Context: an optimization exercise on an open-source flow, tuned for small area. The choices shown serve that exercise and are no tape-out recipe.
Where RTL was checked, it was by simulation tests only, not by an equivalence proof against the original.
Only the layout flow was run in run 2; the RTL was not checked for function there.
Power figures rest on the tool's default switching activity, not on a simulated workload.

[design/flow/config.mk]
export PLATFORM = sky130hd
export DESIGN_NAME = qsub_extractor
export DESIGN_NICKNAME = qsub_extractor
export VERILOG_FILES = /design/flow/design.v
export SDC_FILE = /design/flow/constraint.sdc
export NUM_CORES = 4
export LEC_CHECK = 0
export CAP_MARGIN = 5
export CORE_MARGIN = 2
export CORE_UTILIZATION = 55
export PLACE_DENSITY = 0.65
export SLEW_MARGIN = 5
export SYNTH_HIERARCHICAL = 1
[design/flow/constraint.sdc]
create_clock -name core_clock -period 15.0 [get_ports {clk}]
set_input_delay 3.0000 -clock core_clock [delete_from_list [all_inputs] [get_ports {clk}]]
set_output_delay 3.0000 -clock core_clock [all_outputs]
set_load 0.01 [all_outputs]
[design/flow/design.v]
module qsub_extractor (
    input  wire         clk,
    input  wire         rst,
    input  wire         cmd_valid,
    input  wire [31:0]  cmd,
    output wire [31:0]  status,
    output wire [31:0]  res,
    output wire [103:0] rstr,
    output wire [31:0]  finfo,
    output wire [31:0]  fcmd
);
    localparam [3:0] C_ILLEGAL = 4'd1, C_LENGTH = 4'd2, C_NOFRAME = 4'd3,
                     C_VIEW    = 4'd4, C_WIDTH  = 4'd5, C_OFFSET  = 4'd6,
                     C_END     = 4'd7, C_BCD    = 4'd8, C_CHARSET = 4'd9;
    localparam [2:0] R_NONE = 3'd0, R_INT = 3'd1, R_BOOL = 3'd2, R_EXT = 3'd3,
                     R_PL   = 3'd4, R_CH  = 3'd5, R_M2   = 3'd6, R_M3  = 3'd7;
    reg  [95:0]  qf;         
    reg          fv;
    reg  [95:0]  stq;        
    reg  [6:0]   symcnt;
    reg  [1:0]   view;
    reg          fault;
    reg  [31:0]  fcmd_q;     
    reg  [2:0]   rk;         
    reg  [12:0]  rd;         
    wire [71:0] pv = qf[87:16];                  
    wire [3:0] nib [0:17];
    wire [17:0] nb;                               
    genvar gi;
    generate
        for (gi = 0; gi < 18; gi = gi + 1) begin : g_nib
            assign nib[gi] = pv[71 - 4*gi -: 4];
            assign nb[gi]  = nib[gi][3] & (nib[gi][2] | nib[gi][1]);
        end
    endgenerate
    wire [5:0] six [0:4];
    wire [4:0] sb;
    function six_bad;
        input [5:0] v;
        six_bad = !((~v[5] & ~v[4] & (~v[3] | ~(v[2] | v[1]))) |
                    (~v[5] &  v[4] & (v[3:0] != 4'd0)) |
                    ( v[5] & ~v[4] & (~v[3] | ~(v[2] | (v[1] & v[0])))));
    endfunction
    generate
        for (gi = 0; gi < 5; gi = gi + 1) begin : g_six
            assign six[gi] = pv[71 - 6*gi -: 6];
            assign sb[gi]  = six_bad(six[gi]);
        end
    endgenerate
    wire        addr_known = (qf[91:90] == 2'b00);
    wire [2:0]  addr_enum  = addr_known ? {1'b0, qf[89:88]} : 3'd4;
    wire [31:0] e      = fault ? fcmd_q : cmd;
    wire [7:0]  op     = e[31:24];
    wire [7:0]  byte_v = e[7:0];
    wire [2:0]  plane  = e[10:8];
    wire [5:0]  width  = e[13:8];
    wire [6:0]  offset = e[6:0];
    reg        known;
    reg [23:0] rmask;
    always @* begin
        known = 1'b1;
        case (op)
            8'h10, 8'h11:                    rmask = 24'hFFF800;
            8'h12, 8'h20, 8'h31:             rmask = 24'hFFFF00;
            8'h22:                           rmask = 24'hFFFFC0;
            8'h21:                           rmask = 24'hFFFFF0;
            8'h40, 8'h41:                    rmask = 24'hFFC080;
            8'h30, 8'h32, 8'h42, 8'h43, 8'h44, 8'h51, 8'h52, 8'h53,
            8'h60, 8'h61, 8'h62, 8'h63, 8'h64, 8'h65, 8'h66, 8'h67,
            8'h70, 8'h80, 8'h81, 8'h82, 8'h83, 8'h84:
                                             rmask = 24'hFFFFFF;
            default: begin known = 1'b0;     rmask = 24'h0; end
        endcase
    end
    wire illegal = !known || ((e[23:0] & rmask) != 24'h0);
    wire is_sym   = (op[7:4] == 4'h1);
    wire is_dec   = (op[7:4] == 4'h2);
    wire is_ld    = (op[7:4] == 4'h3);
    wire is_fr    = (op[7:4] == 4'h4);
    wire is_view  = (op[7:4] == 4'h5);
    wire is_m1    = (op[7:4] == 4'h6);
    wire is_m2    = (op[7:4] == 4'h7);
    wire is_m3    = (op[7:4] == 4'h8);
    wire is_ext   = is_fr & (op[2:1] == 2'b00);      
    wire is_pext  = is_fr & op[0] & ~op[1];
    wire needs_fv = is_fr | is_view | is_m1 | is_m2 | is_m3;
    wire is_mode  = is_m1 | is_m2 | is_m3;
    wire [1:0] mode_n = is_m1 ? 2'd1 : (is_m2 ? 2'd2 : 2'd3);
    wire [7:0]  last_f   = {1'b0, offset} + {2'b0, width} + {{5{~is_pext}}, 3'b111};
    wire        w_bad    = width[5] & (width[4:0] != 5'd0);
    wire        o_bad    = offset[6] & (is_pext ? (offset[5] | offset[4] | offset[3]) : offset[5]);
    wire        e_bad    = ((offset == 7'd0) && (width == 6'd0)) || last_f[7] ||
                           (last_f[6] & (is_pext ? (last_f[5] | last_f[4]) : last_f[5]));
    wire [2:0] m1i   = op[2:0];
    reg  [3:0] m1n;                                       
    always @* begin
        case (m1i)
            3'd5:    m1n = 4'd6;
            3'd6:    m1n = 4'd7;
            3'd7:    m1n = 4'd8;
            default: m1n = {1'b0, m1i};
        endcase
    end
    reg  [7:0] m1_byte;
    reg        m1_bad;
    always @* begin
        case (m1i)
            3'd0: begin m1_byte = {nib[0],  nib[1]};  m1_bad = nb[0]  | nb[1];  end
            3'd1: begin m1_byte = {nib[2],  nib[3]};  m1_bad = nb[2]  | nb[3];  end
            3'd2: begin m1_byte = {nib[4],  nib[5]};  m1_bad = nb[4]  | nb[5];  end
            3'd3: begin m1_byte = {nib[6],  nib[7]};  m1_bad = nb[6]  | nb[7];  end
            3'd4: begin m1_byte = {nib[8],  nib[9]};  m1_bad = nb[8]  | nb[9];  end
            3'd5: begin m1_byte = {nib[12], nib[13]}; m1_bad = nb[12] | nb[13]; end
            3'd6: begin m1_byte = {nib[14], nib[15]}; m1_bad = nb[14] | nb[15]; end
            default: begin m1_byte = {nib[16], nib[17]}; m1_bad = nb[16] | nb[17]; end
        endcase
    end
    wire [7:0] bcd_in  = is_dec ? byte_v : m1_byte;
    wire       dbcd_bad = (byte_v[7] & (byte_v[6] | byte_v[5])) | (byte_v[3] & (byte_v[2] | byte_v[1]));
    wire [6:0] bcd_val = {3'b0, bcd_in[7:4]} * 7'd10 + {3'b0, bcd_in[3:0]};
    reg  [11:0] rng;                  
    always @* begin
        case (op[2:0])
            3'd0:    rng = 12'b000000000011;
            3'd1:    rng = 12'b000000011100;
            3'd2:    rng = 12'b000001100000;
            3'd3:    rng = 12'b111110000000;
            default: rng = 12'b111111111111;
        endcase
    end
    wire [19:0] cen  = is_m2 ? {7'b0, 13'h1FFF, 5'b0}
                             : (is_m3 ? {rng[11:5], 8'b0, rng[4:0]} : 20'b0);
    wire [19:0] cbad = cen & {nb[14:0], sb};
    reg  [19:0] hot;
    reg         seen;
    integer k;
    always @* begin
        seen = 1'b0;
        for (k = 0; k < 20; k = k + 1) begin
            hot[k] = cbad[k] & ~seen;
            seen   = seen | cbad[k];
        end
    end
    wire        m23_bad = |cbad;
    wire        m23_six = |cbad[4:0];
    reg  [7:0]  m23_site;
    reg  [5:0]  m23_val;
    always @* begin
        m23_site = 8'h0;
        m23_val  = 6'h0;
        for (k = 0; k < 5; k = k + 1)
            if (hot[k]) begin m23_site = m23_site | (6*k); m23_val = m23_val | six[k]; end
        for (k = 0; k < 15; k = k + 1)
            if (hot[k+5]) begin m23_site = m23_site | (4*k); m23_val = m23_val | {2'b0, nib[k]}; end
    end
    wire sym_bit = byte_v[3'd7 - plane];
    reg        x_fault;
    reg [3:0]  x_cause;
    reg [15:0] x_info;
    always @* begin
        x_fault = 1'b1;
        x_cause = 4'd0;
        x_info  = 16'h0;
        if (illegal) begin
            x_cause = C_ILLEGAL;
        end else if (needs_fv && !fv) begin
            x_cause = C_NOFRAME;
        end else if (is_mode && (view != mode_n)) begin
            x_cause = C_VIEW;
            x_info  = {6'h0, mode_n, 6'h0, view};
        end else if (is_ext && (w_bad || o_bad || e_bad)) begin
            x_cause = w_bad ? C_WIDTH : (o_bad ? C_OFFSET : C_END);
            x_info  = {2'b0, width, 1'b0, offset};
        end else if (is_ld && op[1] && (symcnt != 7'd96)) begin
            x_cause = C_LENGTH;
            x_info  = {9'h0, symcnt};
        end else if (is_dec && (op[1] ? six_bad(e[5:0]) :
                               op[0] ? (e[3] & (e[2] | e[1])) : dbcd_bad)) begin
            x_cause = op[1] ? C_CHARSET : C_BCD;
            x_info  = {8'hFF, byte_v};
        end else if (is_m1 && m1_bad) begin
            x_cause = C_BCD;
            x_info  = {1'b0, m1n, 3'b0, m1_byte};
        end else if (m23_bad) begin
            x_cause = m23_six ? C_CHARSET : C_BCD;
            x_info  = {m23_site, 2'b0, m23_val};
        end else begin
            x_fault = 1'b0;
        end
    end
    reg [2:0]  n_rk;
    reg [12:0] n_rd;
    always @* begin
        n_rk = R_NONE;
        n_rd = 13'h0;
        case (op[7:4])
            4'h1: begin
                if (op[1]) begin n_rk = R_PL; n_rd = {5'h0, byte_v}; end
                else begin
                    n_rk = op[0] ? R_BOOL : R_INT;
                    n_rd = {12'h0, sym_bit};
                end
            end
            4'h2: begin
                if (op[1] | op[0]) begin n_rk = R_CH; n_rd = {7'h0, e[5:0]}; end
                else begin n_rk = R_INT; n_rd = {6'h0, bcd_val}; end
            end
            4'h4: begin
                case (op[2:0])
                    3'd0, 3'd1: begin
                        n_rk = R_EXT;
                        n_rd = {width, last_f[6:0]};
                    end
                    3'd2: begin n_rk = R_EXT; n_rd = {6'd4, 7'd3}; end
                    3'd3: begin n_rk = R_INT; n_rd = {10'h0, addr_enum}; end
                    default: begin n_rk = R_EXT; n_rd = {6'd16, 7'd95}; end
                endcase
            end
            4'h5: begin n_rk = R_BOOL; n_rd = {12'h0, addr_enum == {1'b0, op[1:0]}}; end
            4'h6: begin n_rk = R_INT; n_rd = {6'h0, bcd_val}; end
            4'h7: begin n_rk = R_M2; end
            4'h8: begin n_rk = R_M3; n_rd = {10'h0, op[2:0]}; end
            default: ;
        endcase
    end
    wire exec = cmd_valid & ~fault;
    wire ok   = exec & ~x_fault;
    always @(posedge clk) begin
        if (!fault)
            fcmd_q <= cmd;
        if (ok && is_ld && op[1:0] == 2'd1)
            stq <= {stq[94:0], byte_v[6]};
        if (ok && is_ld && op[1])
            qf <= stq;
        if (ok)
            rd <= n_rd;
    end
    always @(posedge clk) begin
        if (rst) begin
            fv     <= 1'b0;
            symcnt <= 7'd0;
            view   <= 2'd0;
            fault  <= 1'b0;
            rk     <= R_NONE;
        end else if (exec) begin
            if (x_fault) begin
                fault <= 1'b1;
            end else begin
                rk <= n_rk;
                if (is_ld) begin
                    if (op[1:0] == 2'd1) begin
                        if (symcnt != 7'd127)
                            symcnt <= symcnt + 7'd1;
                    end else begin
                        symcnt <= 7'd0;
                        if (op[1]) begin
                            fv   <= 1'b1;
                            view <= 2'd0;
                        end
                    end
                end
                if (is_view && (addr_enum == {1'b0, op[1:0]}))
                    view <= op[1:0];
            end
        end
    end
    reg [1:0] rkind;
    always @* begin
        case (rk)
            R_NONE:         rkind = 2'd0;
            R_INT, R_EXT:   rkind = 2'd1;
            R_BOOL:         rkind = 2'd2;
            default:        rkind = 2'd3;
        endcase
    end
    wire [5:0]   ewidth  = rd[12:7] & {6{rk == R_EXT}};
    wire [2:0]   s6;
    wire [4:0]   za, zb;                   
    qsx_sel sel (.u(rd[6:0]), .s6(s6), .za(za), .zb(zb));
    wire [126:0] xv;
    generate
        for (gi = 0; gi < 127; gi = gi + 1) begin : g_xv
            if (gi >= 31) assign xv[gi] = qf[126 - gi];
            else          assign xv[gi] = 1'b0;
        end
    endgenerate
    wire [62:0] y5;
    generate
        for (gi = 0; gi < 63; gi = gi + 1) begin : g5
            if (gi < 31)
                qsx_o22ai m (.a(xv[gi + 32]), .b(xv[gi + 64]), .na(~s6[1]), .nb(s6[1]), .y(y5[gi]));
            else if (gi + 64 <= 126)
                qsx_a222oi m (.a(xv[gi]), .b(xv[gi + 32]), .c(xv[gi + 64]),
                              .sa(s6[0]), .sb(s6[1]), .sc(s6[2]), .y(y5[gi]));
            else
                qsx_o22ai m (.a(xv[gi]), .b(xv[gi + 32]), .na(~s6[0]), .nb(s6[0]), .y(y5[gi]));
        end
    endgenerate
    wire [46:0] y4;
    wire [38:0] y3;
    wire [34:0] y2;
    wire [32:0] y1;
    wire [31:0] y0;
    generate
        for (gi = 0; gi < 47; gi = gi + 1) begin : g4
            qsx_o22ai m (.a(y5[gi]), .b(y5[gi + 16]), .na(za[4]), .nb(zb[4]), .y(y4[gi]));
        end
        for (gi = 0; gi < 39; gi = gi + 1) begin : g3
            qsx_o22ai m (.a(y4[gi]), .b(y4[gi + 8]), .na(za[3]), .nb(zb[3]), .y(y3[gi]));
        end
        for (gi = 0; gi < 35; gi = gi + 1) begin : g2
            qsx_o22ai m (.a(y3[gi]), .b(y3[gi + 4]), .na(za[2]), .nb(zb[2]), .y(y2[gi]));
        end
        for (gi = 0; gi < 33; gi = gi + 1) begin : g1
            qsx_o22ai m (.a(y2[gi]), .b(y2[gi + 2]), .na(za[1]), .nb(zb[1]), .y(y1[gi]));
        end
        for (gi = 0; gi < 32; gi = gi + 1) begin : g0
            qsx_o22ai m (.a(y1[gi]), .b(y1[gi + 1]), .na(za[0]), .nb(zb[0]), .y(y0[gi]));
        end
    endgenerate
    wire [31:0]  shr;
    generate
        for (gi = 0; gi < 32; gi = gi + 1) begin : g_shr
            assign shr[gi] = y0[31 - gi];    
        end
    endgenerate
    wire [1:0]   tm1 = {1'b0, ewidth[0]};
    wire [3:0]   tm2 = {{2{ewidth[1]}} & tm1, {2{ewidth[1]}} | tm1};
    wire [7:0]   tm3 = {{4{ewidth[2]}} & tm2, {4{ewidth[2]}} | tm2};
    wire [15:0]  tm4 = {{8{ewidth[3]}} & tm3, {8{ewidth[3]}} | tm3};
    wire [31:0]  tm5 = {{16{ewidth[4]}} & tm4, {16{ewidth[4]}} | tm4};
    wire [31:0]  wmask = {32{ewidth[5]}} | tm5;
    wire [31:0]  ext_val = shr & wmask;
    assign res = ext_val | {25'h0, ((rk == R_INT) || (rk == R_BOOL)) ? rd[6:0] : 7'h0};
    wire [7:0]  pl_on;
    wire [23:0] pl_idxv;
    wire [3:0]  pl_len;
    qs_pl pl (.pb(rd[7:0]), .on(pl_on), .idx(pl_idxv), .len(pl_len));
    wire [2:0]  pl_idx [0:7];
    generate
        for (gi = 0; gi < 8; gi = gi + 1) begin : g_pli
            assign pl_idx[gi] = pl_idxv[3*gi +: 3];
        end
    endgenerate
    reg [3:0] rlen;
    always @* begin
        case (rk)
            R_PL: rlen = pl_len;
            R_CH: rlen = 4'd1;
            R_M2: rlen = 4'd13;
            R_M3: case (rd[2:0])
                      3'd0:    rlen = 4'd2;
                      3'd1:    rlen = 4'd3;
                      3'd2:    rlen = 4'd2;
                      3'd3:    rlen = 4'd5;
                      default: rlen = 4'd12;
                  endcase
            default: rlen = 4'd0;
        endcase
    end
    wire [5:0] f3 [0:11];
    generate
        for (gi = 0; gi < 5; gi = gi + 1) begin : g_f3s
            assign f3[gi] = six[gi];
        end
        for (gi = 5; gi < 12; gi = gi + 1) begin : g_f3d
            assign f3[gi] = {2'b0, nib[gi + 3]};
        end
    endgenerate
    reg [5:0]  cc [0:12];
    reg [12:0] on;
    integer p;
    always @* begin
        for (p = 0; p < 13; p = p + 1) begin
            cc[p] = 6'h0;
            on[p] = 1'b0;
            case (rk)
                R_PL: if (p < 8) begin cc[p] = {3'b100, pl_idx[p]}; on[p] = pl_on[p]; end
                R_CH: if (p == 0) begin cc[p] = rd[5:0]; on[p] = 1'b1; end
                R_M2: begin cc[p] = {2'b0, nib[p]}; on[p] = 1'b1; end
                R_M3: begin
                    case (rd[2:0])
                        3'd0: if (p < 2)  begin cc[p] = f3[p];     on[p] = 1'b1; end
                        3'd1: if (p < 3)  begin cc[p] = f3[p + 2]; on[p] = 1'b1; end
                        3'd2: if (p < 2)  begin cc[p] = f3[p + 5]; on[p] = 1'b1; end
                        3'd3: if (p < 5)  begin cc[p] = f3[p + 7]; on[p] = 1'b1; end
                        default: if (p < 12) begin cc[p] = f3[p]; on[p] = 1'b1; end
                    endcase
                end
                default: ;
            endcase
        end
    end
    generate
        for (gi = 0; gi < 13; gi = gi + 1) begin : g_rstr
            wire hi = cc[gi][5] | cc[gi][4];
            assign rstr[8*gi +: 8] = {1'b0, on[gi] & hi, on[gi] & ~hi, on[gi] & ~cc[gi][4],
                                      cc[gi][3:0] & {4{on[gi]}}};
        end
    endgenerate
    wire [3:0]  fcause = fault ? x_cause : 4'd0;
    assign finfo  = {16'h0, fault ? x_info : 16'h0};
    assign fcmd   = fault ? fcmd_q : 32'h0;
    assign status = {9'b0, symcnt, fcause, rlen, 2'b0, rkind, view, fv, fault};
endmodule
module qsx_o22ai (
    input  wire a,
    input  wire b,
    input  wire na,
    input  wire nb,
    output wire y
);
    assign y = ~((a | na) & (b | nb));
endmodule
module qsx_a222oi (
    input  wire a,
    input  wire b,
    input  wire c,
    input  wire sa,
    input  wire sb,
    input  wire sc,
    output wire y
);
    assign y = ~((a & sa) | (b & sb) | (c & sc));
endmodule
module qsx_sel (
    input  wire [6:0] u,
    output wire [2:0] s6,
    output wire [4:0] za,
    output wire [4:0] zb
);
    assign s6 = {u[6], ~u[6] & u[5], ~u[6] & ~u[5]};
    assign za = u[4:0];
    assign zb = ~u[4:0];
endmodule
module qsx_ao21 (
    input  wire a,
    input  wire b,
    input  wire c,
    output wire y
);
    assign y = a | (b & c);
endmodule
module qs_pl (
    input  wire [7:0]  pb,
    output wire [7:0]  on,
    output wire [23:0] idx,
    output wire [3:0]  len
);
    wire [7:0] b = {pb[0], pb[1], pb[2], pb[3], pb[4], pb[5], pb[6], pb[7]};
    wire [8:0] at [0:7];
    genvar c, m, k;
    generate
        assign at[0] = {7'b0, b[0], 1'b1};
        for (c = 1; c < 8; c = c + 1) begin : g_c
            assign at[c][0] = 1'b1;
            for (m = 1; m < 9; m = m + 1) begin : g_m
                if (m == 1)
                    assign at[c][m] = at[c-1][1] | b[c];
                else if (m > c + 1)
                    assign at[c][m] = 1'b0;
                else if (m == c + 1)
                    assign at[c][m] = b[c] & at[c-1][m-1];
                else
                    qsx_ao21 u (.a(at[c-1][m]), .b(b[c]), .c(at[c-1][m-1]), .y(at[c][m]));
            end
        end
        for (k = 0; k < 8; k = k + 1) begin : g_k
            wire [7:0] t;
            for (c = 0; c < 8; c = c + 1) begin : g_t
                assign t[c] = ~at[c][k+1];
            end
            assign idx[3*k + 2] = t[3];
            assign idx[3*k + 1] = (t[1] & ~t[3]) | t[5];
            assign idx[3*k]     = (t[0] & ~t[1]) | (t[2] & ~t[3]) | (t[4] & ~t[5]) | t[6];
            assign on[k] = at[7][k+1];
        end
    endgenerate
    wire [8:0] pa = at[7];
    assign len = {pa[8], pa[4] & ~pa[8], (pa[2] & ~pa[4]) | (pa[6] & ~pa[8]),
                  (pa[1] & ~pa[2]) | (pa[3] & ~pa[4]) | (pa[5] & ~pa[6]) | (pa[7] & ~pa[8])};
endmodule
[design/flow/flow/run.sh]
#!/bin/bash
# The standard layout (standard.sh: the ORFS flow with the standard
# synthesis) with two options changed:
#  - every port is buffered with the smallest buffer, sky130_fd_sc_hd__buf_1,
#    instead of the cell buffer_ports picks by itself;
#  - clock tree synthesis builds the tree from clkbuf_8 cells, in clusters of up to 16 sinks, and adds no
#    dummy load cells.
# Each tool's output goes to standard.log in this folder (ORFS also keeps its
# per-step logs under orfs/logs/).
set -o pipefail
export BUFFER_PORTS_ARGS="-buffer_cell sky130_fd_sc_hd__buf_1"
export CTS_ARGS="-sink_clustering_enable -repair_clock_nets -dont_use_dummy_load -buf_list sky130_fd_sc_hd__clkbuf_8 -sink_clustering_size 16 -sink_clustering_max_diameter 60"
bash standard.sh > standard.log 2>&1
[design/flow/standard.sh]
#!/bin/bash
# synth_recipe.tcl (not shown) runs the flow's synth.tcl, then flattens the netlist and writes it again
# the make line also repeats each setting of config.mk as NAME=value (left out here)
make -C /OpenROAD-flow-scripts/flow DESIGN_CONFIG=/design/flow/config.mk WORK_HOME=/design/flow/orfs CLKGATE_MAP_FILE= SYNTH_SCRIPT=/design/flow/synth_recipe.tcl "${@:-finish}"
==> results of run 1 <==
placed cells by master (no fill, tap or decap), types with 32 or more instances in the layout:
cell type,instances
nand2_1,158
conb_1,52
a222oi_1,46
inv_1,76
nor2_1,127
and2_1,45
o21ai_0,87
buf_1,221
edfxtp_1,205
a21oi_1,113
a22o_1,32
buf_4,38
nand3_1,34
a21o_1,42
nor3_1,36
dfxtp_1,45
o22ai_1,238
state kept, by name, indices dropped and copies added, names as in the netlist:
| register | cells |
|---|---|
| qf | 96 |
| stq | 96 |
| fcmd_q | 32 |
| rd | 13 |
| symcnt | 7 |
| rk | 3 |
| view | 2 |
| fault | 1 |
| fv | 1 |
metrics by stage:
stage / hold slack (ns) / util (%) / setup WS [ns] / power (mW) / std cells
3_3_place_gp: 0.401 / 58.2 / 4.40 / 1.03 / 2440
3_5_place_dp: 0.416 / 58.2 / 4.19 / 1.03 / 2440
4_1_cts: 0.425 / 59.1 / 4.17 / 1.36 / 2461
6_report: 0.415 / 59.1 / 4.05 / 1.36 / 2462
2_1_floorplan: 0.400 / - / 2.80 / 0.967 / 1955
5_1_grt: 0.434 / 59.1 / 3.80 / 1.41 / 2461
final cells by class:
cell class	instances	area share [%]
multi-input cells	1449	49.8
well taps	402	2.72
repair buffers	259	6.02
diodes	1	0.0135
flip-flops and latches	251	38.2
inverters	79	1.61
clock buffers	21	1.56
Yosys stat by module (local to each module, per instance):
module / cells inside / times used
qsx_ao21: 1 / 21
qsx_a222oi: 1 / 32
qsub_extractor: 1562 / 1
qs_pl: 60 / 1
qsx_o22ai: 1 / 217
qsx_sel: 13 / 1
critical path, delay by kind of cell:
kind	cells	cell delay, ns
multiplexers	1	0.36
buffers and inverters	4	0.81
adder cells (fa/ha/maj)	2	0.68
AND/OR/NAND/NOR	7	1.85
AO/OA/AOI/OAI	4	1.22
final timing paths:
kind / start / end / slack, ns / cells after the start
worst max register to register: fault / qf[43] / 8.93 / 10
worst min register to register: stq[51] / qf[51] / 0.42 / 0
worst max-delay path: cmd[24] / finfo[5] / 4.05 / 18
worst min-delay path: stq[51] / qf[51] / 0.42 / 0
kinds of logic (layout without fill, tap and decap cells):
family | count (synthesis) | in the layout
AND/OR/NAND/NOR | 568 | 568
other | 2 | 53
buffers and inverters | 255 | 359
adder cells (fa/ha/maj) | 24 | 24
flip-flops | 251 | 251
AO/OA/AOI/OAI | 762 | 762
multiplexers | 34 | 34
XOR/XNOR | 9 | 9
power by group:
group	switching (mW)	internal, mW	total [mW]
clock	0.209	0.125	0.334
sequential	0.0112	0.752	0.763
combinational	0.172	0.0942	0.267
layer usage:
metal / share of wire [%] / vias up / routed length, um
met2: 42 / 1476 / 30300
met5: 0.12 / - / 90
met3: 14 / 363 / 9830
li1: - / 7695 / -
met4: 6.5 / 6 / 4720
met1: 38 / 8635 / 27300
==> results by group, run 1 <==
Yosys
  • Post-synthesis async set-or-reset flop share: 0%
  • Yosys Warn Count: 9
  • Largest family of logic cells by synthesized area: compound AO/OA/AOI/OAI gates
  • Synth Instances: 1905
  • Count of different cell masters after synthesis: around 110
  • Largest cells by area after synthesis: edfxtp_1 35%, o22ai_1 8.6%, dfxtp_1 5.3%
  • Yosys reg bits: 251
  • Post-Synth XOR/XNOR Area: less than 1%
  • Synth top area share: 35.4%
  • Sequential share of the synthesized area: between 40% and 50%
  • Area leader, netlist: edfxtp_1
  • Post-synthesis compound-gate area fraction: 30.4%
  • Average size of a mapped cell: 9.13 um^2
  • Most common cell in the synthesized netlist: o22ai_1
  • Post-synth top flop: edfxtp_1
  • Synth Cell Area: 17400 um^2
  • Post-synth EDFFs: 205
  • Simple-Gate Fraction of Synth Area: 16.9%
  • Synth cell count leaders: 238 x o22ai_1, 205 x edfxtp_1, 158 x nand2_1
  • Post-synthesis mux area share: between 2 and 2.5%
  • Adder-Cell Fraction of Synth Area: about 2.0%

Drt
  • Antenna Nets Post-Route: 0
  • Remaining DRCs: 0
  • Vias: 18200
  • Initial DRC Count: 3723
  • Detail-routed via count per cell: 7.38
  • Pre-Repair DR Iteration Count: 11
  • Wire per inst: 29.4 um
  • WL final: between 70000 and 80000 um

Cells and area
  • Fillers: 2774
  • Area delta synth->final: 6.48%
  • Layout cells sized above 1: 6.02%
  • Design Area, Final: 18500 um^2
  • Multi-input gate area: 9230 um^2
  • Reg area: 7080 um^2
  • Nets: 2120

Setup path
  • Worst path slowest cell: nand2_1
  • Max incr delay on CP: between 0.5 and 0.6 ns
  • CP startpoint kind: primary input
  • Crit. End Element: primary output
  • Crit Path Category: in2out
  • Worst-path fanout max: 13
  • WP data arrival: ~8.0 ns
  • Worst Path Required: 12.00 ns
  • Most frequent CP cell: nand2_1
  • Crit-path cells: buf_1, or3b_1, nand2_1, nand2_1, inv_1, fa_1, inv_1, ha_1, or2_2, nand3_1, mux2_2, o22ai_1, o211a_2, o21ba_2, nand2_1, a2111oi_0, nor4_1, buf_1

Timing
  • Final setup violation count: 0
  • Minimum clock period after layout: 10.95 ns
  • Relative slew slack: 21.9%
  • Clk_skew: 0.0770 ns
  • RSZ-0062 raised after global routing: no
  • Slew @ Worst Pin: 1.16 ns
  • Fmax: 91.3 MHz
  • Setup TNS: 0 ns
  • Period utilisation layout: 73.0%
  • Fin. Hold Viols: 0
  • Slew Limit Fails: 0

Global routing
  • First-pass GRT wire length: about 100000 um
  • Total gr overflow: 0
  • Grt peak-use layer: met2
  • Total track usage: 41.8%
  • Initial antenna violation count: 2
  • Met3 Use GR: 11.5%
  • Met2 Track Usage GR: 60.6%
  • GRT met1 Usage: 56.5%
  • Vias in the first global route: 16200
  • Largest net degree at the start of global routing: between 80 and 90

CTS
  • Post-CTS setup buffers: 0
  • Hold_buf cts: 0
  • TritonCTS clock tree: built
  • CTS Buf Count: 21
  • Worst-Skew Late Latency: a little under 0.6 ns
  • Clock Sinks: 251
  • Cts repair resizes: 0
  • CTS H-tree depth: 1
  • Clk root buf: clkbuf_8
  • Clock tree buffer depth: 3
  • Clk slew on worst S/H paths: 0.11 ns

Floorplan
  • Row count: 65
  • Chip height: around 180 um
  • Initial Utilization: 55.5%
  • I/O pin total: about 270
  • Full die area: 33100 um^2
  • Die width: 182 um
  • Core area: 31300 um^2

Place
  • GPL Wtd Cong: 1.07
  • Port Buffers: approximately 220
  • Placed Area: 18200 um^2
  • DP HPWL: 52200 um

Run status
  • Outcome: complete, no violations

Run
  • Max-Cap Viols: 0

Power and ir drop
  • Pwr Density: 73.6 nW/um^2
  • Max IR drop VDD: 0.119 mV
  • P_leak: 6.26 nW

Hold path
  • Hold WC Path Type: reg2reg
==> run 2, diff against run 1 <==
--- a/design/flow/design.v
+++ b/design/flow/design.v
@@ -332,72 +332,8 @@
     wire [31:0]  wmask = {32{ewidth[5]}} | tm5;
     wire [31:0]  ext_val = shr & wmask;
     assign res = ext_val | {25'h0, ((rk == R_INT) || (rk == R_BOOL)) ? rd[6:0] : 7'h0};
-    wire [7:0]  pl_on;
-    wire [23:0] pl_idxv;
-    wire [3:0]  pl_len;
-    qs_pl pl (.pb(rd[7:0]), .on(pl_on), .idx(pl_idxv), .len(pl_len));
-    wire [2:0]  pl_idx [0:7];
-    generate
-        for (gi = 0; gi < 8; gi = gi + 1) begin : g_pli
-            assign pl_idx[gi] = pl_idxv[3*gi +: 3];
-        end
-    endgenerate
-    reg [3:0] rlen;
-    always @* begin
-        case (rk)
-            R_PL: rlen = pl_len;
-            R_CH: rlen = 4'd1;
-            R_M2: rlen = 4'd13;
-            R_M3: case (rd[2:0])
-                      3'd0:    rlen = 4'd2;
-                      3'd1:    rlen = 4'd3;
-                      3'd2:    rlen = 4'd2;
-                      3'd3:    rlen = 4'd5;
-                      default: rlen = 4'd12;
-                  endcase
-            default: rlen = 4'd0;
-        endcase
-    end
-    wire [5:0] f3 [0:11];
-    generate
-        for (gi = 0; gi < 5; gi = gi + 1) begin : g_f3s
-            assign f3[gi] = six[gi];
-        end
-        for (gi = 5; gi < 12; gi = gi + 1) begin : g_f3d
-            assign f3[gi] = {2'b0, nib[gi + 3]};
-        end
-    endgenerate
-    reg [5:0]  cc [0:12];
-    reg [12:0] on;
-    integer p;
-    always @* begin
-        for (p = 0; p < 13; p = p + 1) begin
-            cc[p] = 6'h0;
-            on[p] = 1'b0;
-            case (rk)
-                R_PL: if (p < 8) begin cc[p] = {3'b100, pl_idx[p]}; on[p] = pl_on[p]; end
-                R_CH: if (p == 0) begin cc[p] = rd[5:0]; on[p] = 1'b1; end
-                R_M2: begin cc[p] = {2'b0, nib[p]}; on[p] = 1'b1; end
-                R_M3: begin
-                    case (rd[2:0])
-                        3'd0: if (p < 2)  begin cc[p] = f3[p];     on[p] = 1'b1; end
-                        3'd1: if (p < 3)  begin cc[p] = f3[p + 2]; on[p] = 1'b1; end
-                        3'd2: if (p < 2)  begin cc[p] = f3[p + 5]; on[p] = 1'b1; end
-                        3'd3: if (p < 5)  begin cc[p] = f3[p + 7]; on[p] = 1'b1; end
-                        default: if (p < 12) begin cc[p] = f3[p]; on[p] = 1'b1; end
-                    endcase
-                end
-                default: ;
-            endcase
-        end
-    end
-    generate
-        for (gi = 0; gi < 13; gi = gi + 1) begin : g_rstr
-            wire hi = cc[gi][5] | cc[gi][4];
-            assign rstr[8*gi +: 8] = {1'b0, on[gi] & hi, on[gi] & ~hi, on[gi] & ~cc[gi][4],
-                                      cc[gi][3:0] & {4{on[gi]}}};
-        end
-    endgenerate
+    wire [3:0] rlen;
+    qs_rstr rs (.rk(rk), .rdl(rd[7:0]), .pv(pv), .rstr(rstr), .rlen(rlen));
     wire [3:0]  fcause = fault ? x_cause : 4'd0;
     assign finfo  = {16'h0, fault ? x_info : 16'h0};
     assign fcmd   = fault ? fcmd_q : 32'h0;
@@ -480,3 +416,92 @@
     assign len = {pa[8], pa[4] & ~pa[8], (pa[2] & ~pa[4]) | (pa[6] & ~pa[8]),
                   (pa[1] & ~pa[2]) | (pa[3] & ~pa[4]) | (pa[5] & ~pa[6]) | (pa[7] & ~pa[8])};
 endmodule
+module qs_rstr (
+    input  wire [2:0]   rk,
+    input  wire [7:0]   rdl,
+    input  wire [71:0]  pv,
+    output wire [103:0] rstr,
+    output reg  [3:0]   rlen
+);
+    localparam [2:0] R_PL = 3'd4, R_CH = 3'd5, R_M2 = 3'd6, R_M3 = 3'd7;
+    genvar gi;
+    wire [3:0] nib [0:12];
+    wire [3:0] nibx [8:14];
+    wire [5:0] six [0:4];
+    generate
+        for (gi = 0; gi < 13; gi = gi + 1) begin : g_nib
+            assign nib[gi] = pv[71 - 4*gi -: 4];
+        end
+        for (gi = 8; gi < 15; gi = gi + 1) begin : g_nibx
+            assign nibx[gi] = pv[71 - 4*gi -: 4];
+        end
+        for (gi = 0; gi < 5; gi = gi + 1) begin : g_six
+            assign six[gi] = pv[71 - 6*gi -: 6];
+        end
+    endgenerate
+    wire [7:0]  pl_on;
+    wire [23:0] pl_idxv;
+    wire [3:0]  pl_len;
+    qs_pl pl (.pb(rdl), .on(pl_on), .idx(pl_idxv), .len(pl_len));
+    wire [2:0]  pl_idx [0:7];
+    generate
+        for (gi = 0; gi < 8; gi = gi + 1) begin : g_pli
+            assign pl_idx[gi] = pl_idxv[3*gi +: 3];
+        end
+    endgenerate
+    always @* begin
+        case (rk)
+            R_PL: rlen = pl_len;
+            R_CH: rlen = 4'd1;
+            R_M2: rlen = 4'd13;
+            R_M3: case (rdl[2:0])
+                      3'd0:    rlen = 4'd2;
+                      3'd1:    rlen = 4'd3;
+                      3'd2:    rlen = 4'd2;
+                      3'd3:    rlen = 4'd5;
+                      default: rlen = 4'd12;
+                  endcase
+            default: rlen = 4'd0;
+        endcase
+    end
+    wire [5:0] f3 [0:11];
+    generate
+        for (gi = 0; gi < 5; gi = gi + 1) begin : g_f3s
+            assign f3[gi] = six[gi];
+        end
+        for (gi = 5; gi < 12; gi = gi + 1) begin : g_f3d
+            assign f3[gi] = {2'b0, nibx[gi + 3]};
+        end
+    endgenerate
+    reg [5:0]  cc [0:12];
+    reg [12:0] on;
+    integer p;
+    always @* begin
+        for (p = 0; p < 13; p = p + 1) begin
+            cc[p] = 6'h0;
+            on[p] = 1'b0;
+            case (rk)
+                R_PL: if (p < 8) begin cc[p] = {3'b100, pl_idx[p]}; on[p] = pl_on[p]; end
+                R_CH: if (p == 0) begin cc[p] = rdl[5:0]; on[p] = 1'b1; end
+                R_M2: begin cc[p] = {2'b0, nib[p]}; on[p] = 1'b1; end
+                R_M3: begin
+                    case (rdl[2:0])
+                        3'd0: if (p < 2)  begin cc[p] = f3[p];     on[p] = 1'b1; end
+                        3'd1: if (p < 3)  begin cc[p] = f3[p + 2]; on[p] = 1'b1; end
+                        3'd2: if (p < 2)  begin cc[p] = f3[p + 5]; on[p] = 1'b1; end
+                        3'd3: if (p < 5)  begin cc[p] = f3[p + 7]; on[p] = 1'b1; end
+                        default: if (p < 12) begin cc[p] = f3[p]; on[p] = 1'b1; end
+                    endcase
+                end
+                default: ;
+            endcase
+        end
+    end
+    generate
+        for (gi = 0; gi < 13; gi = gi + 1) begin : g_rstr
+            wire hi = cc[gi][5] | cc[gi][4];
+            assign rstr[8*gi +: 8] = {1'b0, on[gi] & hi, on[gi] & ~hi, on[gi] & ~cc[gi][4],
+                                      cc[gi][3:0] & {4{on[gi]}}};
+        end
+    endgenerate
+endmodule
--- a/design/flow/config.mk
+++ b/design/flow/config.mk
@@ -5,9 +5,9 @@
 export SDC_FILE = /design/flow/constraint.sdc
 export NUM_CORES = 4
 export LEC_CHECK = 0
-export CAP_MARGIN = 5
+export CAP_MARGIN = 20
 export CORE_MARGIN = 2
 export CORE_UTILIZATION = 55
 export PLACE_DENSITY = 0.65
-export SLEW_MARGIN = 5
+export SLEW_MARGIN = 20
 export SYNTH_HIERARCHICAL = 1
==> results by group, run 2 <==
Timing
  • Fin. Hold Viols: 0 (unchanged)
  • Period utilisation layout: 73.7% (was 73.0%)
  • Slew Limit Fails: 0 (unchanged)
  • Fmax: 90.5 MHz (was 91.3 MHz)
  • Final setup violation count: 0 (unchanged)
  • Slew @ Worst Pin: 1.07 ns (was 1.16 ns)
  • Clk_skew: 0.0659 ns (was 0.0770 ns)
  • Setup TNS: 0 ns (unchanged)
  • Relative slew slack: 27.6% (was 21.9%)
  • Minimum clock period after layout: 11.05 ns (was 10.95 ns)
  • Fin Hold WS: 0.427 ns (was 0.415 ns)
  • RSZ-0062 raised after global routing: no (unchanged)

Setup path
  • WP data arrival: 8.05 ns (was 7.95 ns)
  • Worst path slowest cell: nor2_1 (was nand2_1)
  • CP startpoint kind: primary input (unchanged)
  • Worst Path Required: 12.00 ns (about the same)
  • Crit-path cells: buf_1, mux2i_2, buf_4, inv_2, nor2_1, nand2_1, inv_1, fa_1, inv_1, ha_1, and3_1, a221oi_1, xnor2_1, a311oi_1, a31oi_1, buf_4, or2_2, or2_2, nor2b_1, buf_1 (was buf_1, or3b_1, nand2_1, nand2_1, inv_1, fa_1, inv_1, ha_1, or2_2, nand3_1, mux2_2, o22ai_1, o211a_2, o21ba_2, nand2_1, a2111oi_0, nor4_1, buf_1)
  • Critical R2R Launch: fault (unchanged)
  • Flop-to-flop setup slack: 7.76 ns (was 8.93 ns)
  • Crit. End Element: primary output (unchanged)
  • Max incr delay on CP: 0.58 ns (was 0.54 ns)
  • Reg2reg end: qf[85] (was qf[43])
  • Worst-path fanout max: 37 (was 13)
  • Crit Path Category: in2out (unchanged)
  • Worst-case reg-to-reg path depth: 20 (was 10)

Cells and area
  • Layout cells sized above 1: 6.54% (was 6.02%)
  • Final design utilization: 60.0% (was 59.1%)
  • Fillers: 2769 (was 2774)
  • Largest registers: qf x96, stq x96, fcmd_q x32 (unchanged)
  • Final cell count without fillers: 2454 (was 2462)
  • Commonest non-fill, non-tap cell in the layout: o22ai_1 (unchanged)
  • Area delta synth->final: 8.11% (was 6.48%)
  • Most frequent cells in the layout: 240 x o22ai_1, 222 x buf_1, 205 x edfxtp_1 (was 238 x o22ai_1, 221 x buf_1, 205 x edfxtp_1)
  • Nets: 2110 (was 2120)

Drt
  • Wire per inst: 29.2 um (was 29.4 um)
  • Detail-routed via count per cell: 7.41 (was 7.38)
  • Initial DRC Count: 3390 (was 3723)
  • Antenna Nets Post-Route: 0 (unchanged)
  • Vias: 18200 (about the same)
  • Remaining DRCs: 0 (unchanged)
  • WL final: 71700 um (was 72300 um)
  • Pre-Repair DR Iteration Count: 15 (was 11)

Hold path
  • Hold path depth: 0 (unchanged)
  • Hold WC Path Type: reg2reg (unchanged)
  • Hold Path Sink: qf[95] (was qf[51])
  • Hold Startpoint: stq[95] (was stq[51])

Power and ir drop
  • Final Power: 1.39 mW (was 1.36 mW)
  • P_leak: 6.23 nW (was 6.26 nW)
  • Max IR drop VDD: 0.0905 mV (was 0.119 mV)
  • Pwr Density: 74.0 nW/um^2 (was 73.6 nW/um^2)

Place
  • Port Buffers: 221 (unchanged)
  • Inst Count DP: 2423 (was 2440)
  • DP HPWL: 50000 um (was 52200 um)
  • GPL Wtd Cong: 1.04 (was 1.07)

Global routing
  • Total gr overflow: 0 (unchanged)
  • Vias in the first global route: 16300 (was 16200)
  • Initial antenna violation count: 0 (was 2)
  • GRT met1 Usage: 56.8% (was 56.5%)
  • Grt peak-use layer: met2 (unchanged)
  • First-pass GRT wire length: 104000 um (about the same)
  • Met2 Track Usage GR: 59.7% (was 60.6%)
  • Met3 Use GR: 12.2% (was 11.5%)
  • Total track usage: 41.8% (about the same)
  • Largest net degree at the start of global routing: 88 (was 85)

Floorplan
  • Die width: 182 um (about the same)
  • I/O pin total: 267 (unchanged)
  • Initial Utilization: 55.5% (about the same)
  • Row count: 65 (unchanged)
  • Full die area: 33000 um^2 (was 33100 um^2)
  • Chip height: 182 um (about the same)
  • Core area: 31300 um^2 (unchanged)

CTS
  • CTS Buf Count: 25 (was 21)
  • Clock tree buffer depth: 3 (unchanged)
  • Hold_buf cts: 0 (unchanged)
  • CTS H-tree depth: 1 (unchanged)
  • Cts repair resizes: 0 (unchanged)
  • Clock Sinks: 251 (unchanged)
  • Clk slew on worst S/H paths: 0.06 ns (was 0.11 ns)
  • Post-CTS setup buffers: 0 (unchanged)
  • Worst-Skew Late Latency: 0.60 ns (was 0.58 ns)
  • Clk root buf: clkbuf_8 (unchanged)
  • TritonCTS clock tree: built (unchanged)

Yosys
  • Count of different cell masters after synthesis: 104 (was 111)
  • Synth top area share: 35.4% (about the same)
  • Post-synth EDFFs: 205 (unchanged)
  • Synth Cell Area: 17400 um^2 (about the same)
  • Yosys reg bits: 251 (unchanged)
  • Average size of a mapped cell: 9.38 um^2 (was 9.13 um^2)
  • Post-synthesis async set-or-reset flop share: 0% (unchanged)
  • Most common cell in the synthesized netlist: o22ai_1 (unchanged)
  • Area leader, netlist: edfxtp_1 (unchanged)
  • Synth Instances: 1852 (was 1905)
  • Sequential share of the synthesized area: 40.7% (about the same)
  • Largest cells by area after synthesis: edfxtp_1 35%, o22ai_1 8.6%, dfxtp_1 5.3% (unchanged)
  • Yosys Warn Count: 10 (was 9)
  • Post-synth top flop: edfxtp_1 (unchanged)
  • Synth cell count leaders: 240 x o22ai_1, 205 x edfxtp_1, 120 x nor2_1 (was 238 x o22ai_1, 205 x edfxtp_1, 158 x nand2_1)

Run status
  • Outcome: complete, no violations (unchanged)

Run
  • Max-Cap Viols: 0 (unchanged)
-- run 2: cell count changes in the layout (fill, tap and decap cells not counted), sizes merged, moves of 12 or more --
cell    delta
nand2     -45
a21oi     -37
inv       +14
o211ai    +12
nor3      -14
-- run 2: final cells by class --
| class | instances | area [um^2] | share of cell area, % |
|---|---|---|---|
| antenna | 3 | 7.51 | 0.0400 |
| inverter | 92 | 345 | 1.84 |
| timing repair buffer | 269 | 1220 | 6.51 |
| clock buffer | 25 | 344 | 1.83 |
| sequential | 251 | 7080 | 37.7 |
| multi-input combinational | 1412 | 9280 | 49.4 |
| tap | 402 | 503 | 2.68 |
-- run 2: worst max-delay path by stage --
stage / slack [ns] / to / from / depth (start not counted)
6_report: 3.95 / status[15] / cmd[25] / 20
4_1_cts: 4.10 / status[15] / cmd[25] / 20
5_1_grt: 3.62 / finfo[10] / cmd[25] / 20
3_3_place_gp: 4.26 / finfo[14] / cmd[25] / 20
3_5_place_dp: 4.13 / finfo[2] / cmd[25] / 20
2_1_floorplan: 4.33 / qf[0] / cmd[29] / 16
-- run 2: logic make-up after synthesis --
logic type,synth area share [%]
flip-flops,40.7
AO/OA/AOI/OAI,31.6
XOR/XNOR,0.806
AND/OR/NAND/NOR,15.2
buffers and inverters,7.14
adder cells (fa/ha/maj),1.99
other,0.0648
multiplexers,2.50
-- run 2: per-layer routing --
layer / part of all wire, % / vias up
met5: 0 / -
met4: 6.7 / 0
met3: 15 / 328
met2: 41 / 1596
met1: 37 / 8527
li1: - / 7722
-- run 2: per-module statistics from Yosys, one instance, submodules excluded --
module / flops+latches / cells / area, um^2 / copies in the design
qsx_a222oi: 0 / 1 / 10.0 / 32
qsub_extractor: 251 / 1233 / 13300 / 1
qs_pl: 0 / 60 / 360 / 1
qs_rstr: 0 / 276 / 1840 / 1
qsx_ao21: 0 / 1 / 7.51 / 21
qsx_o22ai: 0 / 1 / 6.26 / 217
qsx_sel: 0 / 13 / 76.3 / 1
-- run 2: metrics by stage --
| step | setup WS (ns) | area [um^2] |
|---|---|---|
| floorplan | 4.33 | 17600 |
| global route | 3.62 | 18800 |
| detailed placement | 4.13 | 18400 |
| global placement | 4.26 | 18400 |
| finish | 3.95 | 18800 |
| CTS | 4.10 | 18700 |
-- run 2: worst max-delay path: cells and delay by family --
kind	cells	cell delay, ns
and+or+nand+nor	6	1.87
muxes	1	0.16
AOI/OAI and AO/OA	3	0.65
adders and majority gates	2	0.68
buffers and inverters	7	1.51
xor gates and xnor gates	1	0.13
-- run 2: power by group --
part	internal [mW]	total [mW]	switching [mW]
Clock	0.147	0.369	0.221
Combinational	0.0944	0.262	0.168
Sequential	0.752	0.760	0.00768
==> run 3, diff against run 2 <==
--- a/design/flow/design.v
+++ b/design/flow/design.v
@@ -130,29 +130,11 @@
     end
     wire [19:0] cen  = is_m2 ? {7'b0, 13'h1FFF, 5'b0}
                              : (is_m3 ? {rng[11:5], 8'b0, rng[4:0]} : 20'b0);
-    wire [19:0] cbad = cen & {nb[14:0], sb};
-    reg  [19:0] hot;
-    reg         seen;
-    integer k;
-    always @* begin
-        seen = 1'b0;
-        for (k = 0; k < 20; k = k + 1) begin
-            hot[k] = cbad[k] & ~seen;
-            seen   = seen | cbad[k];
-        end
-    end
-    wire        m23_bad = |cbad;
-    wire        m23_six = |cbad[4:0];
-    reg  [7:0]  m23_site;
-    reg  [5:0]  m23_val;
-    always @* begin
-        m23_site = 8'h0;
-        m23_val  = 6'h0;
-        for (k = 0; k < 5; k = k + 1)
-            if (hot[k]) begin m23_site = m23_site | (6*k); m23_val = m23_val | six[k]; end
-        for (k = 0; k < 15; k = k + 1)
-            if (hot[k+5]) begin m23_site = m23_site | (4*k); m23_val = m23_val | {2'b0, nib[k]}; end
-    end
+    wire        m23_bad, m23_six;
+    wire [7:0]  m23_site;
+    wire [5:0]  m23_val;
+    qs_first fst (.cbad(cen & {nb[14:0], sb}), .pv(pv), .bad(m23_bad), .is_six(m23_six),
+                  .site(m23_site), .val(m23_val));
     wire sym_bit = byte_v[3'd7 - plane];
     reg        x_fault;
     reg [3:0]  x_cause;
@@ -332,8 +314,72 @@
     wire [31:0]  wmask = {32{ewidth[5]}} | tm5;
     wire [31:0]  ext_val = shr & wmask;
     assign res = ext_val | {25'h0, ((rk == R_INT) || (rk == R_BOOL)) ? rd[6:0] : 7'h0};
-    wire [3:0] rlen;
-    qs_rstr rs (.rk(rk), .rdl(rd[7:0]), .pv(pv), .rstr(rstr), .rlen(rlen));
+    wire [7:0]  pl_on;
+    wire [23:0] pl_idxv;
+    wire [3:0]  pl_len;
+    qs_pl pl (.pb(rd[7:0]), .on(pl_on), .idx(pl_idxv), .len(pl_len));
+    wire [2:0]  pl_idx [0:7];
+    generate
+        for (gi = 0; gi < 8; gi = gi + 1) begin : g_pli
+            assign pl_idx[gi] = pl_idxv[3*gi +: 3];
+        end
+    endgenerate
+    reg [3:0] rlen;
+    always @* begin
+        case (rk)
+            R_PL: rlen = pl_len;
+            R_CH: rlen = 4'd1;
+            R_M2: rlen = 4'd13;
+            R_M3: case (rd[2:0])
+                      3'd0:    rlen = 4'd2;
+                      3'd1:    rlen = 4'd3;
+                      3'd2:    rlen = 4'd2;
+                      3'd3:    rlen = 4'd5;
+                      default: rlen = 4'd12;
+                  endcase
+            default: rlen = 4'd0;
+        endcase
+    end
+    wire [5:0] f3 [0:11];
+    generate
+        for (gi = 0; gi < 5; gi = gi + 1) begin : g_f3s
+            assign f3[gi] = six[gi];
+        end
+        for (gi = 5; gi < 12; gi = gi + 1) begin : g_f3d
+            assign f3[gi] = {2'b0, nib[gi + 3]};
+        end
+    endgenerate
+    reg [5:0]  cc [0:12];
+    reg [12:0] on;
+    integer p;
+    always @* begin
+        for (p = 0; p < 13; p = p + 1) begin
+            cc[p] = 6'h0;
+            on[p] = 1'b0;
+            case (rk)
+                R_PL: if (p < 8) begin cc[p] = {3'b100, pl_idx[p]}; on[p] = pl_on[p]; end
+                R_CH: if (p == 0) begin cc[p] = rd[5:0]; on[p] = 1'b1; end
+                R_M2: begin cc[p] = {2'b0, nib[p]}; on[p] = 1'b1; end
+                R_M3: begin
+                    case (rd[2:0])
+                        3'd0: if (p < 2)  begin cc[p] = f3[p];     on[p] = 1'b1; end
+                        3'd1: if (p < 3)  begin cc[p] = f3[p + 2]; on[p] = 1'b1; end
+                        3'd2: if (p < 2)  begin cc[p] = f3[p + 5]; on[p] = 1'b1; end
+                        3'd3: if (p < 5)  begin cc[p] = f3[p + 7]; on[p] = 1'b1; end
+                        default: if (p < 12) begin cc[p] = f3[p]; on[p] = 1'b1; end
+                    endcase
+                end
+                default: ;
+            endcase
+        end
+    end
+    generate
+        for (gi = 0; gi < 13; gi = gi + 1) begin : g_rstr
+            wire hi = cc[gi][5] | cc[gi][4];
+            assign rstr[8*gi +: 8] = {1'b0, on[gi] & hi, on[gi] & ~hi, on[gi] & ~cc[gi][4],
+                                      cc[gi][3:0] & {4{on[gi]}}};
+        end
+    endgenerate
     wire [3:0]  fcause = fault ? x_cause : 4'd0;
     assign finfo  = {16'h0, fault ? x_info : 16'h0};
     assign fcmd   = fault ? fcmd_q : 32'h0;
@@ -416,92 +462,37 @@
     assign len = {pa[8], pa[4] & ~pa[8], (pa[2] & ~pa[4]) | (pa[6] & ~pa[8]),
                   (pa[1] & ~pa[2]) | (pa[3] & ~pa[4]) | (pa[5] & ~pa[6]) | (pa[7] & ~pa[8])};
 endmodule
-module qs_rstr (
-    input  wire [2:0]   rk,
-    input  wire [7:0]   rdl,
-    input  wire [71:0]  pv,
-    output wire [103:0] rstr,
-    output reg  [3:0]   rlen
+module qs_first (
+    input  wire [19:0] cbad,
+    input  wire [71:0] pv,
+    output wire        bad,
+    output wire        is_six,
+    output wire [7:0]  site,
+    output wire [5:0]  val
 );
-    localparam [2:0] R_PL = 3'd4, R_CH = 3'd5, R_M2 = 3'd6, R_M3 = 3'd7;
-    genvar gi;
-    wire [3:0] nib [0:12];
-    wire [3:0] nibx [8:14];
-    wire [5:0] six [0:4];
-    generate
-        for (gi = 0; gi < 13; gi = gi + 1) begin : g_nib
-            assign nib[gi] = pv[71 - 4*gi -: 4];
-        end
-        for (gi = 8; gi < 15; gi = gi + 1) begin : g_nibx
-            assign nibx[gi] = pv[71 - 4*gi -: 4];
-        end
-        for (gi = 0; gi < 5; gi = gi + 1) begin : g_six
-            assign six[gi] = pv[71 - 6*gi -: 6];
-        end
-    endgenerate
-    wire [7:0]  pl_on;
-    wire [23:0] pl_idxv;
-    wire [3:0]  pl_len;
-    qs_pl pl (.pb(rdl), .on(pl_on), .idx(pl_idxv), .len(pl_len));
-    wire [2:0]  pl_idx [0:7];
-    generate
-        for (gi = 0; gi < 8; gi = gi + 1) begin : g_pli
-            assign pl_idx[gi] = pl_idxv[3*gi +: 3];
-        end
-    endgenerate
-    always @* begin
-        case (rk)
-            R_PL: rlen = pl_len;
-            R_CH: rlen = 4'd1;
-            R_M2: rlen = 4'd13;
-            R_M3: case (rdl[2:0])
-                      3'd0:    rlen = 4'd2;
-                      3'd1:    rlen = 4'd3;
-                      3'd2:    rlen = 4'd2;
-                      3'd3:    rlen = 4'd5;
-                      default: rlen = 4'd12;
-                  endcase
-            default: rlen = 4'd0;
-        endcase
-    end
-    wire [5:0] f3 [0:11];
-    generate
-        for (gi = 0; gi < 5; gi = gi + 1) begin : g_f3s
-            assign f3[gi] = six[gi];
-        end
-        for (gi = 5; gi < 12; gi = gi + 1) begin : g_f3d
-            assign f3[gi] = {2'b0, nibx[gi + 3]};
-        end
-    endgenerate
-    reg [5:0]  cc [0:12];
-    reg [12:0] on;
-    integer p;
+    reg  [19:0] hot;
+    reg         seen;
+    reg  [7:0]  six_site, nib_site;
+    reg  [5:0]  six_val;
+    reg  [2:0]  nib_val;
+    integer k;
     always @* begin
-        for (p = 0; p < 13; p = p + 1) begin
-            cc[p] = 6'h0;
-            on[p] = 1'b0;
-            case (rk)
-                R_PL: if (p < 8) begin cc[p] = {3'b100, pl_idx[p]}; on[p] = pl_on[p]; end
-                R_CH: if (p == 0) begin cc[p] = rdl[5:0]; on[p] = 1'b1; end
-                R_M2: begin cc[p] = {2'b0, nib[p]}; on[p] = 1'b1; end
-                R_M3: begin
-                    case (rdl[2:0])
-                        3'd0: if (p < 2)  begin cc[p] = f3[p];     on[p] = 1'b1; end
-                        3'd1: if (p < 3)  begin cc[p] = f3[p + 2]; on[p] = 1'b1; end
-                        3'd2: if (p < 2)  begin cc[p] = f3[p + 5]; on[p] = 1'b1; end
-                        3'd3: if (p < 5)  begin cc[p] = f3[p + 7]; on[p] = 1'b1; end
-                        default: if (p < 12) begin cc[p] = f3[p]; on[p] = 1'b1; end
-                    endcase
-                end
-                default: ;
-            endcase
+        seen = 1'b0;
+        for (k = 0; k < 20; k = k + 1) begin
+            hot[k] = cbad[k] & ~seen;
+            seen   = seen | cbad[k];
         end
+        six_site = 8'h0;
+        six_val  = 6'h0;
+        nib_site = 8'h0;
+        nib_val  = 3'h0;
+        for (k = 0; k < 5; k = k + 1)
+            if (hot[k]) begin six_site = six_site | (6*k); six_val = six_val | pv[71 - 6*k -: 6]; end
+        for (k = 0; k < 15; k = k + 1)
+            if (hot[k+5]) begin nib_site = nib_site | (4*k); nib_val = nib_val | pv[70 - 4*k -: 3]; end
     end
-    generate
-        for (gi = 0; gi < 13; gi = gi + 1) begin : g_rstr
-            wire hi = cc[gi][5] | cc[gi][4];
-            assign rstr[8*gi +: 8] = {1'b0, on[gi] & hi, on[gi] & ~hi, on[gi] & ~cc[gi][4],
-                                      cc[gi][3:0] & {4{on[gi]}}};
-        end
-    endgenerate
+    assign bad    = |cbad;
+    assign is_six = |cbad[4:0];
+    assign site   = is_six ? six_site : nib_site;
+    assign val    = is_six ? six_val : {3'b001, nib_val};
 endmodule
==> results by group, run 3 <==
Global routing
  • Total track usage: 40.3% (was 41.8%)
  • Largest net degree at the start of global routing: 65 (was 88)
  • Total gr overflow: 0 (unchanged)
  • First-pass GRT wire length: 100000 um (was 104000 um)
  • Initial antenna violation count: 0 (unchanged)
  • Vias in the first global route: 15800 (was 16300)

Timing
  • Fin Hold WS: 0.435 ns (was 0.427 ns)
  • RSZ-0062 raised after global routing: no (unchanged)
  • Clk_skew: 0.0646 ns (was 0.0659 ns)
  • Setup TNS: 0 ns (unchanged)
  • Fmax: 91.3 MHz (was 90.5 MHz)
  • Period utilisation layout: 73.0% (was 73.7%)
  • Minimum clock period after layout: 10.95 ns (was 11.05 ns)
  • Fin. Hold Viols: 0 (unchanged)
  • Slew Limit Fails: 0 (unchanged)
  • Final worst setup slack: 4.05 ns (was 3.95 ns)
  • Final setup violation count: 0 (unchanged)
  • Slew @ Worst Pin: 1.06 ns (was 1.07 ns)
  • Relative slew slack: 28.7% (was 27.6%)

Setup path
  • Reg2reg end: qf[95] (was qf[85])
  • Critical R2R Launch: fault (unchanged)
  • Worst-case reg-to-reg path depth: 16 (was 20)
  • Worst-path fanout max: 13 (was 37)
  • Largest delay contributor family on the critical path: compound AO/OA/AOI/OAI gates (was simple AND/OR/NAND/NOR gates)
  • Worst Path Required: 12.00 ns (about the same)
  • Crit-path cells: buf_1, or4b_4, a21oi_1, nand2_1, fa_1, ha_1, o21ai_0, o21a_1, o311ai_0, o21ai_0, a31oi_1, buf_4, or2_0, nor2_1, a211oi_1, buf_1 (was buf_1, mux2i_2, buf_4, inv_2, nor2_1, nand2_1, inv_1, fa_1, inv_1, ha_1, and3_1, a221oi_1, xnor2_1, a311oi_1, a31oi_1, buf_4, or2_2, or2_2, nor2b_1, buf_1)
  • CP startpoint kind: primary input (unchanged)
  • Max incr delay on CP: 0.59 ns (was 0.58 ns)
  • Crit. End Element: primary output (unchanged)
  • Worst path slowest cell: or4b_4 (was nor2_1)
  • WP data arrival: 7.95 ns (was 8.05 ns)
  • Flop-to-flop setup slack: 7.81 ns (was 7.76 ns)
  • Crit Path Category: in2out (unchanged)
  • CP startpoint: cmd[31] (was cmd[25])
  • Buf+Inv Stages, Crit Path: 3 (was 7)

Power and ir drop
  • Pwr Density: 76.5 nW/um^2 (was 74.0 nW/um^2)
  • Max IR drop VDD: 0.0901 mV (was 0.0905 mV)
  • Switching share of power: 29.6% (was 28.5%)
  • Reg power frac: 53.6% (was 54.6%)
  • Internal power: 1.00 mW (was 0.994 mW)
  • Clock share of power: 24.6% (was 26.5%)
  • P_leak: 6.32 nW (was 6.23 nW)
  • Psw: 0.420 mW (was 0.397 mW)
  • Final Power: 1.42 mW (was 1.39 mW)
  • Combinational share of power: 21.8% (was 18.8%)

Run
  • Max-Cap Viols: 0 (unchanged)

Yosys
  • Sequential share of the synthesized area: 40.9% (was 40.7%)
  • Synth top area share: 35.6% (was 35.4%)
  • Average size of a mapped cell: 9.08 um^2 (was 9.38 um^2)
  • Most common cell in the synthesized netlist: o22ai_1 (unchanged)
  • Synth Cell Area: 17300 um^2 (was 17400 um^2)
  • Post-synth EDFFs: 205 (unchanged)
  • Yosys reg bits: 251 (unchanged)
  • Post-synthesis async set-or-reset flop share: 0% (unchanged)
  • Post-synth top flop: edfxtp_1 (unchanged)
  • Largest cells by area after synthesis: edfxtp_1 36%, o22ai_1 8.8%, dfxtp_1 5.3% (was edfxtp_1 35%, o22ai_1 8.6%, dfxtp_1 5.3%)
  • Yosys Warn Count: 10 (unchanged)
  • Area leader, netlist: edfxtp_1 (unchanged)
  • Synth Instances: 1905 (was 1852)
  • Count of different cell masters after synthesis: 101 (was 104)
  • Synth cell count leaders: 243 x o22ai_1, 205 x edfxtp_1, 160 x nand2_1 (was 240 x o22ai_1, 205 x edfxtp_1, 120 x nor2_1)

Floorplan
  • Full die area: 32900 um^2 (was 33000 um^2)
  • Row count: 64 (was 65)
  • Core area: 30700 um^2 (was 31300 um^2)
  • Die width: 181 um (was 182 um)
  • I/O pin total: 267 (unchanged)
  • Initial Utilization: 56.3% (was 55.5%)
  • Chip height: 181 um (was 182 um)

CTS
  • CTS Buf Count: 23 (was 25)
  • Post-CTS setup buffers: 0 (unchanged)
  • Clk root buf: clkbuf_8 (unchanged)
  • CTS H-tree depth: 1 (unchanged)
  • Hold_buf cts: 0 (unchanged)
  • Worst-Skew Late Latency: 0.57 ns (was 0.60 ns)
  • Clock tree buffer depth: 3 (unchanged)
  • Cts repair resizes: 0 (unchanged)
  • Clock Sinks: 251 (unchanged)
  • TritonCTS clock tree: built (unchanged)
  • Clk slew on worst S/H paths: 0.09 ns (was 0.06 ns)

Place
  • Port Buffers: 221 (unchanged)
  • DP HPWL: 50200 um (was 50000 um)
  • Placed Area: 18300 um^2 (was 18400 um^2)
  • GPL Wtd Cong: 1.05 (was 1.04)
  • Post-Place Worst Slack: 4.20 ns (was 4.13 ns)

Hold path
  • Hold Path Sink: stq[95] (was qf[95])
  • Hold Startpoint: stq[94] (was stq[95])
  • Hold path depth: 0 (unchanged)
  • Hold WC Path Type: reg2reg (unchanged)

Drt
  • Detail-routed via count per cell: 7.28 (was 7.41)
  • WL final: 69500 um (was 71700 um)
  • Initial DRC Count: 3898 (was 3390)
  • Antenna Nets Post-Route: 0 (unchanged)
  • Vias: 18000 (was 18200)
  • Wire per inst: 28.1 um (was 29.2 um)
  • Pre-Repair DR Iteration Count: 17 (was 15)
  • Remaining DRCs: 0 (unchanged)

Cells and area
  • Design Area, Final: 18600 um^2 (was 18800 um^2)
  • Layout cells sized above 1: 5.72% (was 6.54%)
  • Fillers: 2767 (was 2769)
  • Nets: 2140 (was 2110)
  • Largest registers: qf x96, stq x96, fcmd_q x32 (unchanged)
  • Commonest non-fill, non-tap cell in the layout: o22ai_1 (unchanged)
  • Most frequent cells in the layout: 243 x o22ai_1, 221 x buf_1, 205 x edfxtp_1 (was 240 x o22ai_1, 222 x buf_1, 205 x edfxtp_1)
  • Area delta synth->final: 7.34% (was 8.11%)

Run status
  • Outcome: complete, no violations (unchanged)
run 3: how the worst max path moves through the flow:
stage / end / slack [ns] / cells past startpoint
finish: finfo[5] / 4.05 / 16
global route: finfo[0] / 3.75 / 17
CTS: finfo[0] / 4.17 / 17
detailed placement: finfo[0] / 4.20 / 17
global placement: finfo[0] / 4.27 / 17
floorplan: stq[0] / 1.44 / 13
run 3: cells by family (layout without fill, tap and decap cells):
| kind of cell | after synthesis | count (layout) | synth area share (%) |
|---|---|---|---|
| AOI/OAI and AO/OA | 768 | 768 | 30.2 |
| and+or+nand+nor | 570 | 570 | 16.8 |
| DFF | 251 | 251 | 40.9 |
| buffers and inverters | 238 | 360 | 6.92 |
| muxes | 40 | 40 | 2.60 |
| adders and majority gates | 24 | 24 | 2.00 |
| xor gates and xnor gates | 11 | 11 | 0.557 |
| other | 3 | 56 | 0.0651 |
run 3: final cells by class:
cell class | count | area (um^2) | area share [%]
sequential | 251 | 7080 | 38.1
antenna | 1 | 2.50 | 0.0135
clock buffer | 23 | 317 | 1.70
timing repair buffer | 262 | 1140 | 6.12
inverter | 75 | 282 | 1.52
multi-input combinational | 1468 | 9260 | 49.9
tap | 396 | 495 | 2.67
run 3: per-module statistics from Yosys (local to each module, per instance):
| module | cell area (um^2) | copies in the design | flops+latches | cells |
|---|---|---|---|---|
| qsub_extractor | 14100 | 1 | 251 | 1401 |
| qsx_o22ai | 6.26 | 217 | 0 | 1 |
| qsx_a222oi | 10.0 | 32 | 0 | 1 |
| qsx_ao21 | 7.51 | 21 | 0 | 1 |
| qs_pl | 360 | 1 | 0 | 60 |
| qs_first | 980 | 1 | 0 | 161 |
| qsx_sel | 76.3 | 1 | 0 | 13 |
run 3: stage by stage:
stage / utilization, % / cells
floorplan: - / 1957
global placement: 59.4 / 2452
detailed placement: 59.4 / 2452
CTS: 60.4 / 2475
global route: 60.4 / 2475
finish: 60.4 / 2476
run 3: power by group through the flow:
stage | combinational, mW | sequential, mW | clock [mW]
6_report | 0.309 | 0.761 | 0.349
5_1_grt | 0.332 | 0.763 | 0.379
4_1_cts | 0.298 | 0.761 | 0.356
3_5_place_dp | 0.297 | 0.777 | 0
3_3_place_gp | 0.294 | 0.777 | 0
2_1_floorplan | 0.227 | 0.772 | 0
run 3: layer usage:
layer | vias up | GRT usage (%) | share of wire [%]
met2 | 1544 | 58.9 | 41
met1 | 8439 | 55.8 | 38
met3 | 299 | 10.8 | 15
met4 | 0 | 18.9 | 6.1
li1 | 7745 | - | -
met5 | - | 0 | 0

==> what the ideal ports hide <==
In the flow no input, the clock included, has a driving cell. The finished layouts below were timed again as built, in two steps.
Step 1 (the two cells are an assumption about what drives the block):
set clk [get_ports {clk}]
set_driving_cell -lib_cell sky130_fd_sc_hd__clkbuf_16 $clk
set_driving_cell -lib_cell sky130_fd_sc_hd__buf_2 [delete_from_list [all_inputs] $clk]
Step 2 moves the port delays by t, midway between the first and last clock arrival at a register: inputs arrive t later, outputs are due t later. That takes back most of the time a late clock gives input paths.
a / b / c = no drivers / after step 1 / after step 2; a / b = the first two.
run | t, ns | setup slack, ns | worst setup path at the end | slew at the worst register clock pin (ns) | cell pins on the clock port's net
run 1 | 0.591 | 4.048 / 4.023 / 4.023 | input to output | 0.11 / 0.11 | 1
run 2 | 0.613 | 3.947 / 3.922 / 3.922 | input to output | 0.10 / 0.10 | 1
run 3 | 0.593 | 4.052 / 4.029 / 4.029 | input to output | 0.10 / 0.10 | 1
After both steps setup and hold are still met in every run listed.
